What follows belongs to an exercise in optimizing a design on an open flow for small area, a short achievable clock period and few clock cycles; a production flow would make more cautious choices.
RTL that was checked went through simulation tests only; none was proved equivalent to the original.

==> run K <==
==> flow/design.v <==
module hist_norm (
    input  wire        clk,
    input  wire        rst,           
    input  wire        start,         
    output reg         busy,
    output reg         done,          
    output wire [7:0]  err_code,      
    output wire [8:0]  err_info,      
    output wire [8:0]  alpha,         
    output wire [7:0]  imax_o,        
    output reg         fallback,      
    output reg         raw_rd,
    output wire [8:0]  raw_addr,
    input  wire [31:0] raw_rdata,
    output reg         f_rd,
    output wire [7:0]  f_raddr,
    input  wire [11:0] f_rdata,
    output wire        f_we,
    output wire [7:0]  f_waddr,
    output wire [11:0] f_wdata
);
    localparam [3:0] S_IDLE = 4'd0,
                     S_P1   = 4'd1,     
                     S_P1F  = 4'd2,     
                     S_P1E  = 4'd3,     
                     S_P2   = 4'd4,     
                     S_FX1  = 4'd5,     
                     S_FX2  = 4'd6,     
                     S_FX3  = 4'd7,     
                     S_FX4  = 4'd8,     
                     S_WR   = 4'd9,     
                     S_FBS  = 4'd10,    
                     S_FBE  = 4'd11,    
                     S_FBD  = 4'd12,    
                     S_FBW  = 4'd13,    
                     S_DONE = 4'd14;
    localparam SEGW = 5;                
    localparam NSEG = 8;                
    reg [3:0]  state, ns;
    reg [8:0]  a;             
    reg [8:0]  p;             
    reg        rv;            
    reg        pv;            
    reg [31:0] din;           
    reg        dnz;           
    reg [4:0]  dmsb;          
    reg        dv;            
    reg        sv;            
    reg [3:0]  shq;           
    reg [3:0]  j0q;           
    reg [39:0] total;         
    reg [NSEG-1:1] tcy;       
    reg [5:0]  mt;            
    reg        nz;            
    reg [8:0]  hi1;           
    reg [7:0]  imax;          
    reg [2:0]  ec;            
    reg [41:0] w;             
    reg [11:0] q;             
    reg [3:0]  j;             
    reg        bsy;           
    reg        nzc;           
    reg        more;          
    reg        rp;            
    reg        rb;            
    reg        we;
    reg [7:0]  waddr;
    reg [11:0] fval;
    reg [12:0] resid;         
    reg        fxok;          
    assign err_code = {5'd0, ec};
    assign err_info = {ec[1], imax & {8{ec[1]}}};
    assign alpha    = hi1;
    assign imax_o   = imax;
    assign raw_addr = a;
    assign f_raddr  = a[7:0];
    assign f_we     = we;
    assign f_waddr  = waddr;
    assign f_wdata  = fval;
    wire [5:0]  sdiff = mt - {1'b0, dmsb};
    wire [3:0]  sh    = (sdiff > 6'd11) ? 4'd11 : sdiff[3:0];
    wire [41:0] wload = {10'd0, din} << shq;
    wire        wneg  = w[41];
    wire [42:0] wop   = {1'b0, total, 2'b00} ^ {43{~wneg}};
    wire [42:0] wsum  = {w[40:0], 1'b0, 1'b1} + {wop[42:1], ~wneg};
    wire [41:0] wnext = wsum[42:1];
    wire        qbit  = !wnext[41];
    wire        last  = bsy && (j == 4'd0);
    wire        load  = (state == S_P2) && sv && (!bsy || last);
    wire        gt    = din > w[31:0];
    reg  [39:0] tsum;
    reg  [NSEG:1] tco;
    integer     s, b;
    reg         c;
    always @* begin
        for (s = 0; s < NSEG; s = s + 1) begin
            c = (s == 0) ? 1'b0 : tcy[s];
            for (b = s * SEGW; b < (s + 1) * SEGW; b = b + 1) begin
                tsum[b] = total[b] ^ (b < 32 ? din[b] : 1'b0) ^ c;
                c = (total[b] & (b < 32 ? din[b] : 1'b0)) |
                    (c & (total[b] ^ (b < 32 ? din[b] : 1'b0)));
            end
            tco[s + 1] = c;
        end
    end
    wire [8:0]  a_inc  = a + 9'd1;
    wire [8:0]  p_inc  = p + 9'd1;
    wire        more_n = raw_rd ? (a_inc < hi1) : more;
    wire        dv_n   = rv || (dv && !load);
    wire        bsy_n  = load || (bsy && !last);
    wire [3:0]  j_n    = load ? j0q : (j - 4'd1);
    wire        rd_p2  = (state == S_P2) && more_n && !raw_rd &&
                         (!dv_n || !bsy_n || (j_n[3:1] == 3'd0));
    reg  [5:0]  mtn;
    reg  [4:0]  rmsb;
    integer     k;
    always @* begin
        mtn = 6'd0;
        for (k = 0; k < 40; k = k + 1)
            if (total[k]) mtn = k[5:0];
        rmsb = 5'd0;
        for (k = 0; k < 32; k = k + 1)
            if (raw_rdata[k]) rmsb = k[4:0];
    end
    wire        rfix  = (state == S_FX3);
    wire [12:0] radd  = rfix ? {1'b0, din[11:0]} :
                        (state == S_FBD) ? 13'd0 : ~{1'b0, fval};
    wire [13:0] rsum  = {resid, 1'b1} + {radd, !rfix};
    wire [12:0] rnew  = rsum[13:1];
    wire [11:0] fadd  = (state == S_FBD) ? 12'hFFF : {11'd0, rb};
    wire [11:0] fnew  = fval + fadd;
    always @* begin
        ns = state;
        case (state)
        S_IDLE, S_DONE: ns = start ? S_P1 : S_IDLE;
        S_P1: begin
            if (pv && p == 9'd511 && (nz || dnz))
                ns = S_DONE;
            else if (pv && p == 9'd255)
                ns = S_P1F;
        end
        S_P1F: if (p == 9'd256 + NSEG - 2) ns = S_P1E;
        S_P1E: ns = nz ? S_P2 : S_DONE;
        S_P2:  if (!more && !rv && !dv && !bsy && !rp && !we) ns = S_FX1;
        S_FX1: ns = S_FX2;
        S_FX2: ns = S_FX3;
        S_FX3: ns = S_FX4;
        S_FX4: ns = fxok ? S_WR : S_FBS;
        S_WR:  ns = S_DONE;
        S_FBS: if (pv && p[7:0] == 8'd255) ns = S_FBE;
        S_FBE: ns = S_FBD;
        S_FBD: ns = S_FBW;
        S_FBW: ns = (resid == 13'd0) ? S_DONE : S_FBS;
        default: ns = S_IDLE;
        endcase
    end
    always @(posedge clk) begin
        if (rst) begin
            state  <= S_IDLE;
            busy   <= 1'b0;
            done   <= 1'b0;
            raw_rd <= 1'b0;
            f_rd   <= 1'b0;
            we     <= 1'b0;
            rv     <= 1'b0;
            pv     <= 1'b0;
            rp     <= 1'b0;
        end else begin
            state  <= ns;
            busy   <= (ns != S_IDLE) && (ns != S_DONE);
            done   <= (ns == S_DONE);
            raw_rd <= (ns == S_P1) || (ns == S_P1F) || ((state == S_P1E) && nz) || rd_p2;
            f_rd   <= (ns == S_FX1) || (ns == S_FBS);
            rv     <= raw_rd || f_rd;
            rp     <= (state == S_P2) && last;
            we     <= ((state == S_P1) && pv && !p[8] && !dnz && nz) ||
                      rp || ((state == S_FX4) && fxok) || (state == S_FBD);
            case (state)
            S_P1, S_P1F, S_FBS: pv <= rv;
            default:            pv <= 1'b0;
            endcase
        end
    end
    always @(posedge clk) begin
        if (rv) begin
            din  <= (state == S_P1 || state == S_P1F || state == S_P2) ? raw_rdata : {20'd0, f_rdata};
            dnz  <= |raw_rdata;
            dmsb <= rmsb;
        end
        shq <= sh;
        j0q <= dnz ? (4'd12 - sh) : 4'd1;
        j   <= j_n;
        q   <= load ? 12'd0 : {q[10:0], qbit};
        if (raw_rd || f_rd)
            a <= a_inc;
        case (state)
        S_IDLE, S_DONE: begin
            a     <= 9'd256;
            p     <= 9'd256;
            total <= 40'd0;
            tcy   <= {(NSEG-1){1'b0}};
            w     <= 42'd0;
            nz    <= 1'b0;
            fval  <= 12'd0;
            resid <= 13'd2048;
        end
        S_P1: begin
            if (!pv) begin
                ec <= 3'd0;
            end else begin
                p <= p_inc;
                if (p[8]) begin
                    if (dnz)
                        imax <= p[7:0];
                    if (p == 9'd511) begin
                        nz <= 1'b0;
                        if (nz || dnz)
                            ec <= 3'b110;
                    end else if (dnz) begin
                        nz <= 1'b1;
                    end
                end else begin
                    total <= tsum;
                    tcy   <= tco[NSEG-1:1];
                    if (dnz) begin
                        nz  <= 1'b1;
                        hi1 <= p_inc;
                    end
                    if (gt) begin
                        w    <= {10'd0, din};
                        imax <= p[7:0];
                    end
                    if (!dnz)
                        waddr <= p[7:0];
                end
            end
        end
        S_P1F: begin
            p     <= p_inc;
            total <= tsum;
            tcy   <= tco[NSEG-1:1];
        end
        S_P1E: begin
            mt   <= mtn;
            a    <= 9'd0;
            p    <= 9'h1FF;
            dv   <= 1'b0;
            sv   <= 1'b0;
            bsy  <= 1'b0;
            more <= 1'b1;
            if (!nz)
                ec <= 3'b101;
        end
        S_P2: begin
            more <= more_n;
            dv   <= dv_n;
            sv   <= dv_n && !rv;
            bsy  <= bsy_n;
            if (we)
                resid <= rnew;
            if (bsy)
                w <= wnext;
            if (last) begin
                fval  <= q;
                rb    <= qbit | (nzc && (q == 12'd0));
                waddr <= p[7:0];
            end
            if (rp)
                fval <= fnew;
            if (load) begin
                w   <= wload;
                nzc <= dnz;
                p   <= p_inc;
            end
            if (ns == S_FX1)
                a <= {1'b0, imax};
        end
        S_FX3: begin
            fval  <= rnew[11:0];
            waddr <= imax;
            fxok  <= !rnew[12] && (rnew != 13'd0);
        end
        S_FX4: begin
            fallback <= !fxok;
            a        <= 9'd0;
            p        <= 9'd0;
            w        <= 42'd0;
        end
        S_FBS: begin
            if (pv) begin
                p <= p_inc;
                if (gt) begin
                    w     <= {10'd0, din};
                    waddr <= p[7:0];
                end
            end
        end
        S_FBE: fval <= w[11:0];
        S_FBD: begin
            fval  <= fnew;
            resid <= rnew;
        end
        S_FBW: begin
            a <= 9'd0;
            p <= 9'd0;
            w <= 42'd0;
        end
        default: ;
        endcase
    end
endmodule
==> flow/flow/run.sh <==
#!/bin/bash
set -euo pipefail
export SETUP_SLACK_MARGIN=6.2
export BUFFER_PORTS_ARGS="-buffer_cell sky130_fd_sc_hd__buf_2"
bash standard.sh > flow_make.log 2>&1
==> flow/standard.sh <==
#!/bin/bash
# synth_recipe.tcl (not shown) runs the flow's synth.tcl, then flattens the netlist and writes it again
# the make line also repeats each setting of config.mk as NAME=value (left out here)
make -C /OpenROAD-flow-scripts/flow DESIGN_CONFIG=/design/flow/config.mk WORK_HOME=/design/flow/orfs CLKGATE_MAP_FILE= SYNTH_SCRIPT=/design/flow/synth_recipe.tcl "${@:-finish}"
==> flow/config.mk <==
export PLATFORM = sky130hd
export DESIGN_NAME = hist_norm
export DESIGN_NICKNAME = hist_norm
export VERILOG_FILES = /design/flow/design.v
export SDC_FILE = /design/flow/constraint.sdc
export NUM_CORES = 4
export LEC_CHECK = 0
export CAP_MARGIN = 20
export CORE_MARGIN = 2
export CORE_UTILIZATION = 40
export SLEW_MARGIN = 20
==> flow/constraint.sdc <==
create_clock -name core_clock -period 10.0 [get_ports {clk}]
set_input_delay 2.0000 -clock core_clock [delete_from_list [all_inputs] [get_ports {clk}]]
set_output_delay 2.0000 -clock core_clock [all_outputs]
set_load 0.01 [all_outputs]
==> inputs of run H, as changes to run K <==
--- a/flow/design.v
+++ b/flow/design.v
@@ -40,3 +40,2 @@
     reg [8:0]  a;             
-    reg [8:0]  p;             
     reg        rv;            
@@ -45,3 +44,2 @@
     reg        dnz;           
-    reg [4:0]  dmsb;          
     reg        dv;            
@@ -106,3 +104,4 @@
     wire [8:0]  a_inc  = a + 9'd1;
-    wire [8:0]  p_inc  = p + 9'd1;
+    wire [8:0]  p_inc  = a - 9'd1;          
+    wire [8:0]  p      = a - 9'd2;
     wire        more_n = raw_rd ? (a_inc < hi1) : more;
@@ -114,3 +113,3 @@
     reg  [5:0]  mtn;
-    reg  [4:0]  rmsb;
+    reg  [4:0]  dmsb;
     integer     k;
@@ -120,5 +119,5 @@
             if (total[k]) mtn = k[5:0];
-        rmsb = 5'd0;
+        dmsb = 5'd0;
         for (k = 0; k < 32; k = k + 1)
-            if (raw_rdata[k]) rmsb = k[4:0];
+            if (din[k]) dmsb = k[4:0];
     end
@@ -141,3 +140,3 @@
         end
-        S_P1F: if (p == 9'd256 + NSEG - 2) ns = S_P1E;
+        S_P1F: if (a == 9'd256 + NSEG) ns = S_P1E;
         S_P1E: ns = nz ? S_P2 : S_DONE;
@@ -187,3 +186,2 @@
             dnz  <= |raw_rdata;
-            dmsb <= rmsb;
         end
@@ -198,3 +196,2 @@
             a     <= 9'd256;
-            p     <= 9'd256;
             total <= 40'd0;
@@ -210,3 +207,2 @@
             end else begin
-                p <= p_inc;
                 if (p[8]) begin
@@ -238,3 +234,2 @@
         S_P1F: begin
-            p     <= p_inc;
             total <= tsum;
@@ -245,3 +240,2 @@
             a    <= 9'd0;
-            p    <= 9'h1FF;
             dv   <= 1'b0;
@@ -250,2 +244,3 @@
             more <= 1'b1;
+            waddr <= 8'hFF;
             if (!nz)
@@ -265,3 +260,3 @@
                 rb    <= qbit | (nzc && (q == 12'd0));
-                waddr <= p[7:0];
+                waddr <= waddr + 8'd1;
             end
@@ -272,3 +267,2 @@
                 nzc <= dnz;
-                p   <= p_inc;
             end
@@ -285,3 +279,2 @@
             a        <= 9'd0;
-            p        <= 9'd0;
             w        <= 42'd0;
@@ -290,3 +283,2 @@
             if (pv) begin
-                p <= p_inc;
                 if (gt) begin
@@ -304,3 +296,2 @@
             a <= 9'd0;
-            p <= 9'd0;
             w <= 42'd0;
==> flow/flow/run.sh (replaced) <==
#!/bin/bash
set -euo pipefail
export SETUP_SLACK_MARGIN=6.6
export BUFFER_PORTS_ARGS="-buffer_cell sky130_fd_sc_hd__buf_2"
bash standard.sh > flow_make.log 2>&1
==> results.sh <==
export IMPL_clock_buffers=33
export IMPL_routed_wl_um=53800
export IMPL_p_leak_nw=8.88
export IMPL_seq_cell_count=249
export IMPL_seqCellArea_sq_mm=0.00703
export IMPL_outcome="timing/DRC/antenna clean"
That was run K.
==> results.sh <==
export IMPL_clock_buffers=32
export IMPL_synth_edf_count=190
export IMPL_muxShareOfSynthArea_pct=4.46
export IMPL_seqCellArea_sq_mm=0.00664
export IMPL_outcome="timing/DRC/antenna clean"
export IMPL_seq_cell_count=235
export IMPL_synth_compound_area_share_pct=18.1
export IMPL_setup_viol=0
export IMPL_routed_wl_um=61000
That was run H.
Testbench counts of run K, summed over its fixed seeds: cycles 100,952.
No functional check of the RTL was part of run H.

re-timing with driven ports:
How much do the figures lean on ideal ports? The routed layouts below were timed once more, with nothing changed but the port constraints. Step 1 (the two cells are an assumption about what drives the block):
set clk [get_ports {clk}]
set_driving_cell -lib_cell sky130_fd_sc_hd__clkbuf_16 $clk
set_driving_cell -lib_cell sky130_fd_sc_hd__buf_2 [delete_from_list [all_inputs] $clk]
Step 2, shift: input delay + t, output delay - t, t = (earliest + latest rising clock arrival at the registers) / 2. This alone moves slack from input paths to output paths. a / b / c = ideal / step 1 / step 2; a / b = the first two.
run | t (ns) | setup slack, ns | worst hold slack (ns) | worst slew at a driven data input, ns | cell pins on the clock port's net
run K | 0.629 | 6.323 / 6.323 / 6.154 | 0.469 / 0.469 / 0.469 | 0.03 | 1
run H | 0.639 | 6.080 / 6.080 / 6.080 | 0.472 / 0.472 / 0.472 | 0.03 | 1
After both steps setup and hold are still met in every run listed. For run K, which loses most, drivers alone change the setup slack by 0.000 ns; drivers and shift together by -0.169 ns.
